Context: an optimization exercise on an open-source flow, tuned for small area, a short achievable clock period and few clock cycles. The choices shown serve that exercise and are no tape-out recipe. Only simulation tests tie the RTL to the original design; equivalence was not proved. Power figures rest on the tool's default switching activity, not on a simulated workload.

## flow/design.v

```verilog
module tp_core (
    input  wire        clk,
    input  wire        rst,
    input  wire        in_valid,
    input  wire [7:0]  in_data,
    input  wire        in_last,
    output reg         in_ready,
    output reg         bit_valid,
    output reg         bit_data,
    output reg         pm_valid,
    output wire [7:0]  pm_pos,
    output wire [31:0] pm_obs,
    output reg  [5:0]  pm_obsn,
    output reg  [4:0]  pm_score,
    output reg         fr_valid,
    output reg  [7:0]  fr_start,
    output wire [7:0]  fr_end,
    output reg         done,
    output reg  [9:0]  marker_count,
    output reg  [7:0]  bit_count,
    output reg  [2:0]  frame_count,
    output reg  [7:0]  frame_min_len,
    output reg  [7:0]  frame_max_len,
    output reg  [7:0]  pm_count,
    output reg         diag
);
    localparam [31:0] SYNCW = 32'hC3A55A1E;   
    localparam integer NG   = 86;             
    reg       i_v;
    reg [1:0] i_s;                  
    reg       i_last;
    wire accept = in_valid & in_ready;
    reg            pv;              
    reg            nz;              
    reg            ph;              
    reg  [1:0]     ts;
    reg  [3:0]     cs;
    reg  [6:0]     hd;
    reg  [1:0]     hs;
    reg  [4:0]     g [0:NG-1];
    wire       mk   = i_s[0] & i_s[1];
    wire       push = i_v & ~mk & (ts == 2'd2);
    wire       adv  = nz & ~ph;
    wire [4:0] gnew = {1'b0, cs} + (i_s[1] ? 5'd18 : i_s[0] ? 5'd9 : 5'd0);
    wire [3:0] csn  = (ts == 2'd0) ? {2'b00, i_s} :
                      cs + (i_s[1] ? 4'd6 : i_s[0] ? 4'd3 : 4'd0);
    wire [4:0] ge [0:127];
    genvar gi;
    generate
        for (gi = 0; gi < 128; gi = gi + 1) begin : gext
            if (gi == 0)       assign ge[gi] = {1'b0, cs};
            else if (gi <= NG) assign ge[gi] = g[gi-1];
            else               assign ge[gi] = 5'd0;
        end
    endgenerate
    wire [4:0] l1 [0:63];
    wire [4:0] l2 [0:31];
    wire [4:0] l3 [0:15];
    wire [4:0] l4 [0:7];
    wire [4:0] l5 [0:3];
    wire [4:0] l6 [0:1];
    generate
        for (gi = 0; gi < 64; gi = gi + 1) begin : m1
            assign l1[gi] = hd[0] ? ge[2*gi+1] : ge[2*gi];
        end
        for (gi = 0; gi < 32; gi = gi + 1) begin : m2
            assign l2[gi] = hd[1] ? l1[2*gi+1] : l1[2*gi];
        end
        for (gi = 0; gi < 16; gi = gi + 1) begin : m3
            assign l3[gi] = hd[2] ? l2[2*gi+1] : l2[2*gi];
        end
        for (gi = 0; gi < 8; gi = gi + 1) begin : m4
            assign l4[gi] = hd[3] ? l3[2*gi+1] : l3[2*gi];
        end
        for (gi = 0; gi < 4; gi = gi + 1) begin : m5
            assign l5[gi] = hd[4] ? l4[2*gi+1] : l4[2*gi];
        end
        for (gi = 0; gi < 2; gi = gi + 1) begin : m6
            assign l6[gi] = hd[5] ? l5[2*gi+1] : l5[2*gi];
        end
    endgenerate
    wire [4:0] gmid = hd[6] ? l6[1] : l6[0];
    reg       rd_v;
    reg [4:0] rd_g;
    reg [1:0] rd_hs;
    reg       rd_last;
    integer k;
    always @(posedge clk) begin
        if (push) begin
            g[0] <= gnew;
            for (k = 1; k < NG; k = k + 1)
                g[k] <= g[k-1];
        end
    end
    always @(posedge clk) begin
        rd_g  <= gmid;
        rd_hs <= hs;
        if (i_v & ~mk) begin
            cs <= csn;
            ts <= (ts == 2'd2) ? 2'd0 : ts + 2'd1;
            nz <= 1'b1;
            ph <= ~ph;
            if (adv)
                hs <= (hs == 2'd2) ? 2'd0 : hs + 2'd1;
            if (push)
                hd <= hd + 7'd1;
            else if (adv && hs == 2'd2)
                hd <= hd - 7'd1;
        end
        if (rst) begin
            pv <= 1'b0;
            rd_v <= 1'b0;
            rd_last <= 1'b0;
        end else begin
            rd_v    <= i_v & mk & pv & nz;
            rd_last <= i_v & i_last;
            if (i_v & mk)
                pv <= 1'b1;
            if (i_v & i_last)
                pv <= 1'b0;
        end
        if (rst || (i_v & (mk | i_last))) begin
            nz <= 1'b0;
            ph <= 1'b0;
            ts <= 2'd0;
            hd <= 7'd0;
            hs <= 2'd0;
        end
    end
    reg [1:0] trit;
    always @(*) begin
        case (rd_hs)
            2'd0:    trit = rd_g % 3;
            2'd1:    trit = (rd_g / 3) % 3;
            default: trit = rd_g / 9;
        endcase
    end
    reg r_last;
    always @(posedge clk) begin
        bit_data <= trit[1];
        if (rst) begin
            bit_valid <= 1'b0;
            r_last    <= 1'b0;
        end else begin
            bit_valid <= rd_v & (trit != 2'd0);
            r_last    <= rd_last;
        end
    end
    reg  [31:0] win;                
    reg         fl;                 
    reg         cl;                 
    reg         hw;                 
    reg  [4:0]  holdoff;            
    reg         fopen;
    reg         fup;                
    reg  [7:0]  flen;               
    reg  [7:0]  pos;                
    assign pm_obs = win;
    assign fr_end = pos;
    assign pm_pos = pos;
    wire        clr    = done;      
    wire        sh_r   = bit_valid;
    wire        shift  = sh_r | fl;
    wire        qv     = hw | (pos == 8'hFF);
    wire [23:0] diff = win[30:7] ^ SYNCW[31:8];
    reg  [4:0]  ndiff;
    integer j;
    always @(*) begin
        ndiff = 5'd0;
        for (j = 0; j < 24; j = j + 1)
            ndiff = ndiff + {4'd0, diff[j]};
    end
    wire        hit   = (ndiff <= 5'd4);
    wire        exact = sh_r & qv & ({win[30:0], bit_data} == SYNCW) & (holdoff == 5'd0);
    wire [2:0]  fc0   = clr ? 3'd0 : frame_count;
    wire        fo0   = clr ? 1'b0 : fopen;
    wire [7:0]  bc0   = clr ? 8'd0 : bit_count;
    wire        femit = (exact | cl) & fo0;       
    wire        nmin  = (fc0 == 3'd0) | (flen < frame_min_len);
    wire        nmax  = (fc0 == 3'd0) | (flen > frame_max_len);
    always @(posedge clk) begin
        if (shift)
            win <= {win[30:0], sh_r & bit_data};
        pm_score <= 5'd24 - ndiff;
        if (fup)
            fr_start <= pos;
        if (rst) begin
            fl            <= 1'b0;
            cl            <= 1'b0;
            done          <= 1'b0;
            pm_valid      <= 1'b0;
            fr_valid      <= 1'b0;
            fup           <= 1'b0;
            hw            <= 1'b0;
            holdoff       <= 5'd0;
            fopen         <= 1'b0;
            pos           <= 8'd224;
            pm_obsn       <= 6'd32;
            bit_count     <= 8'd0;
            pm_count      <= 8'd0;
            frame_count   <= 3'd0;
            frame_min_len <= 8'd0;
            frame_max_len <= 8'd0;
            marker_count  <= 10'd0;
            diag          <= 1'b0;
        end else begin
            done     <= cl;
            cl       <= fl & (pm_obsn == 6'd25);
            pm_valid <= shift & qv & hit;
            fr_valid <= femit;
            fup      <= exact;
            marker_count <= (clr ? 10'd0 : marker_count) + {9'd0, i_v & mk};
            bit_count    <= bc0 + {7'd0, sh_r};
            pm_count     <= (clr ? 8'd0 : pm_count) + {7'd0, pm_valid};
            if (r_last)
                fl <= 1'b1;
            else if (fl & (pm_obsn == 6'd25))
                fl <= 1'b0;
            if (clr) begin
                hw      <= 1'b0;
                holdoff <= 5'd0;
                pm_obsn <= 6'd32;
            end
            if (shift) begin
                pos <= (clr ? 8'd224 : pos) + 8'd1;
                if (pos == 8'hFF)
                    hw <= 1'b1;
            end else if (cl) begin
                pos <= bit_count;
            end else if (clr) begin
                pos <= 8'd224;
            end
            if (fl)
                pm_obsn <= pm_obsn - 6'd1;
            if (exact)
                holdoff <= 5'd31;
            else if (sh_r && holdoff != 5'd0)
                holdoff <= holdoff - 5'd1;
            if (exact)
                flen <= 8'd1;
            else if (sh_r)
                flen <= flen + 8'd1;
            else if (fl && pm_obsn == 6'd32)
                flen <= flen + 8'd31;
            fopen <= exact ? 1'b1 : (cl ? 1'b0 : fo0);
            frame_count <= fc0 + {2'd0, femit};
            if (clr) begin
                frame_min_len <= 8'd0;
                frame_max_len <= 8'd0;
            end
            if (femit) begin
                if (nmin) frame_min_len <= flen;
                if (nmax) frame_max_len <= flen;
            end
            if (cl)
                diag <= (bit_count != 8'd0) && (frame_count == 3'd0) && !fopen;
        end
    end
    always @(posedge clk) begin
        i_s    <= in_data[1:0];
        i_last <= in_last;
        if (rst) begin
            i_v      <= 1'b0;
            in_ready <= 1'b0;
        end else begin
            i_v <= accept;
            if (accept & in_last)
                in_ready <= 1'b0;
            else if (fl & (pm_obsn == 6'd25))
                in_ready <= 1'b1;
            else if (!in_ready && !fl && !cl && !done && !r_last && !rd_last && !i_v)
                in_ready <= 1'b1;
        end
    end
endmodule
```

## flow/config.mk

```make
export PLATFORM = sky130hd
export DESIGN_NAME = tp_core
export DESIGN_NICKNAME = tp_core
export VERILOG_FILES = /design/flow/design.v
export SDC_FILE = /design/flow/constraint.sdc
export NUM_CORES = 4
export LEC_CHECK = 0
export CAP_MARGIN = 20
export CORE_MARGIN = 2
export CORE_UTILIZATION = 40
export SLEW_MARGIN = 20
```

## flow/run.sh

```bash
#!/bin/bash
# synth_recipe.tcl (not shown) runs the flow's synth.tcl, then flattens the netlist and writes it again
# the make line also repeats each setting of config.mk as NAME=value (left out here)
make -C /OpenROAD-flow-scripts/flow DESIGN_CONFIG=/design/flow/config.mk WORK_HOME=/design/flow/orfs CLKGATE_MAP_FILE= SYNTH_SCRIPT=/design/flow/synth_recipe.tcl finish
```

## flow/constraint.sdc

```tcl
create_clock -name core_clock -period 10.0 [get_ports {clk}]
set_input_delay 2.0000 -clock core_clock [delete_from_list [all_inputs] [get_ports {clk}]]
set_output_delay 2.0000 -clock core_clock [all_outputs]
set_load 0.01 [all_outputs]
```

==> results.txt <==
how the worst min path moves through the flow:
stage          startpoint        to  slack, ns  cells after the start
6_report         g[64][3]  g[65][3]       0.40                      0
5_1_grt          g[64][3]  g[65][3]       0.40                      0
4_1_cts          g[64][3]  g[65][3]       0.39                      0
3_5_place_dp        hs[1]  rd_hs[1]       0.40                      0
3_3_place_gp        hs[0]  rd_hs[0]       0.38                      0
2_1_floorplan       hs[0]  rd_hs[0]       0.37                      0
stage by stage:
step                worst slack [ns]  util, %  std cells  power [mW]  hold slack [ns]
floorplan                       1.90        -       1558        2.77            0.372
global placement                4.77     43.9       2462        2.81            0.385
detailed placement              4.64     43.9       2462        2.81            0.400
CTS                             4.62     47.1       2576        5.07            0.392
global route                    4.05     47.1       2577        5.17            0.404
finish                          4.58     47.1       2577        4.99            0.395
cell usage after synthesis (26+ instances only):
| cell | count | area, µm² |
|---|---|---|
| sky130_fd_sc_hd__edfxtp_1 | 482 | 14500 |
| sky130_fd_sc_hd__nor2_1 | 128 | 480 |
| sky130_fd_sc_hd__mux4_2 | 124 | 2790 |
| sky130_fd_sc_hd__dfxtp_1 | 109 | 2180 |
| sky130_fd_sc_hd__inv_1 | 70 | 263 |
| sky130_fd_sc_hd__ha_1 | 60 | 751 |
| sky130_fd_sc_hd__a21oi_1 | 51 | 255 |
| sky130_fd_sc_hd__nand2_1 | 51 | 191 |
| sky130_fd_sc_hd__clkbuf_1 | 46 | 173 |
| sky130_fd_sc_hd__mux2i_1 | 46 | 460 |
| sky130_fd_sc_hd__nor2b_1 | 37 | 231 |
| sky130_fd_sc_hd__o21ai_0 | 29 | 145 |
| sky130_fd_sc_hd__nand3_1 | 26 | 130 |
| sky130_fd_sc_hd__xor2_1 | 26 | 228 |
cells by family (layout without fill, tap and decap cells):
logic type / Yosys count / count (layout) / synth area share, %
muxes: 174 / 174 / 13.2
and+or+nand+nor: 344 / 344 / 6.92
AOI/OAI and AO/OA: 179 / 179 / 4.74
buffers and inverters: 142 / 324 / 2.30
xor gates and xnor gates: 47 / 47 / 1.64
adders and majority gates: 81 / 81 / 4.68
DFF: 591 / 591 / 66.5
layout make-up:
| cell class | count | area, µm² | share of cell area, % |
|---|---|---|---|
| flip-flops and latches | 591 | 16700 | 57.2 |
| multi-input cells | 825 | 7800 | 26.8 |
| clock buffers | 82 | 1630 | 5.58 |
| repair buffers | 140 | 1370 | 4.71 |
| well taps | 837 | 1050 | 3.59 |
| clock inverters | 32 | 357 | 1.22 |
| inverters | 70 | 267 | 0.915 |
per-layer routing:
metal,wire (µm),global-route usage [%],vias to the layer above
met5,0,0,-
met1,22300,21.3,6883
met3,2130,2.66,82
met2,22800,23.4,265
met4,1180,4.77,0
li1,-,-,6247
sequential cells by signal (all words and copies together) (netlist names), 6 cells and up:
name and flops:
pos 8, pm_obsn 6, fr_start 8, g 430, frame_max_len 8, hd 7, marker_count 10, bit_count 8
frame_min_len 8, flen 8, pm_count 8, win 32
power by group through the flow:
stage	logic, mW	clock network (mW)	registers, mW
floorplan	0.0633	0	2.70
global placement	0.107	0	2.70
detailed placement	0.108	0	2.70
CTS	0.108	2.31	2.65
global route	0.121	2.40	2.65
finish	0.107	2.23	2.65
==> impl_results.md <==
* Run status: complete, no violations
* Switching power as a share of total power at 20.5%
* Final standard cell area without fillers at 29100 µm²
* Reg-to-reg endpoint: bit_valid
* Clock insertion delay at the later pin of the skew report at 0.65 ns
* Leading cell type in the layout, fill and taps excluded: sky130_fd_sc_hd__edfxtp_1
* Minimum period implied by the final worst setup slack at 5.42 ns
* Post-Route Skew at 0.0619 ns
* P&R area growth vs syn at 16.4%
* Ant diodes at 0
* Biggest fanout along the worst timing path at 15
* Largest net degree at the start of global routing at 96
* Clock H-tree levels at 2
* Initial core utilization at 40.5%
* Worst path cell trace: inv_1 > ha_1 > nor2b_1 > or3_1 > and4_1 > nor2_1 > inv_1 > ha_1 > a41o_1 > a31oi_1 > nand2_1 > a22o_1 > ha_1 > nor2_1 > nand2_1 > nor3_1 > mux2i_1 > ha_1 > nor3_1 > o211ai_2 > and3b_1 > o41ai_1
* Internal power at 3.97 mW
* Synth Flop Type: sky130_fd_sc_hd__edfxtp_1
* Power per Cell Area at 171 nW/µm²
* Distinct cell type count of the synthesized netlist at 73
* Via count of the first global-routing pass at 13600
* Launching element of the worst setup path: rd_g[2]
* GR Util All Layers at 15.0%
* Sequential power share at 53.1%
* Maximum vdd ir drop at 0.000182 V
* Number of cells on the worst reg-to-reg path at 22
* Cell mode on critical path: sky130_fd_sc_hd__ha_1
* NumNets Final at 1782
* Pre-antenna DRT Iters at 5
* CP max stage delay at 0.67 ns
* Clock network fraction of total power at 44.8%
* Total number of vias at 13500
* RR Startpoint: rd_g[2]
* Category of cells accounting for the largest share of critical-path delay: simple AND/OR/NAND/NOR gates
* LEAKAGE at 8.99 nW
* Vertical die dimension at 254 µm
* Net count after synthesis at 1651
* Boundary Pins at 131
* Arrival time at the worst endpoint at 5.96 ns
* Syn Std Cell Area at 25000 µm²
* Buf/Inv on CP at 2
* Worst Path Required at 10.53 ns
* Register-to-register path setup slack at 4.58 ns
* Total of flip-flops plus latches after synthesis at 591
* Leading cell types in the layout, fill and taps excluded: sky130_fd_sc_hd__edfxtp_1, sky130_fd_sc_hd__nor2_1, sky130_fd_sc_hd__mux4_2
* Number of buffers added to fix hold violations after cts at 0
* Capturing element type of the critical path: register
* WS Path Type: reg2reg
* Port buffer count at 124
* Placer congestion estimate at 0.767
* Wire length of the first global-routing pass at 76700 µm
* Fin. Hold Viols at 0
* Logic depth of the worst setup path including buffers at 22
* Maximum buffer depth of the clock tree at 3
* Detailed-route vias per instance at 5.23
* Number of nets with antenna violations after detailed routing at 0
* Synth async-reset ratio at 0%
* Path type of the worst min-delay path: reg2reg
* Final-report setup violation count at 0
* Average size of a mapped cell at 16.1 µm²
* Placeable Area at 61800 µm²
* # fillers at 5254
* Sinks on the clock net at 591
* Drt initial violations at 1007
* Mean routed wirelength per cell at 18.8 µm
* Actual slew at the worst max-slew pin at 1.00 ns
* Number of placement rows at 91
* Seq/Total Area, Yosys at 66.5%
* DP HPWL at 29900 µm
* Share of the clock period used by the worst path at 54.2%
* Die area at 64600 µm²
* Area of placed instances at 27100 µm²
* Initial antenna violation count at 0
* Max-slew violation count at 0
* Final sum of negative setup slack at 0 ns
* Total routed wirelength at 48500 µm
* Number of gates given a new drive strength after cts at 0
* Total gr overflow at 0
* Clock slew at reported path FFs at 0.06 ns
* Warning count from the yosys run at 2
* Unrepaired setup endpoints after global routing: false
* Max-cap violation count at 0
* Post-Syn Instances at 1558
* Die Span X at 254 µm
* Number of enable-type register cells in the synthesized netlist at 482
* Share of cells above drive strength 1 at 14.4%
* Total CTS buffers at 61
* Number of buffers inserted by post-CTS setup repair at 0
* Headroom to the max-slew limit at 33.2%
* Slowest CP cell: sky130_fd_sc_hd__dfxtp_1
* Drc violations at 0
* TritonCTS clock tree: done
* Kind of launch point of the worst setup path: register
* Capturing instance or port of the critical path: bit_valid
* Master cell of the clock root buffer: sky130_fd_sc_hd__clkbuf_16
* Portion of total power attributed to combinational logic at 2.1%
* Switching Power at 1.02 mW
* Highest Clock Rate at 0.184 GHz
Testbench counts, summed over its fixed seeds: cycles 49,722.

-- what the ideal ports hide --
The results above use ideal ports. As a check the final layout listed here was re-extracted and re-timed, cells and wires unchanged.
Step 1 sets driving cells, clkbuf_16 on the clock port and buf_2 on the other inputs (assumed; they add their load-dependent delay and slew).
Step 2 moves the port delays by t, midway between the first and last clock arrival at a register: inputs arrive t later, outputs are due t later. That takes back most of the time a late clock gives input paths.
Three values: no drivers, after step 1, after step 2; two values: the first two.
t (ns): 0.678
slack for setup (ns): 4.576 / 4.576 / 4.576
worst data-port slew with drivers (ns): 0.05
cell pins on the clock port's net: 1
After both steps setup and hold are still met in this run. The setup slack of this run moves by 0.000 ns with the drivers and by 0.000 ns with both steps.
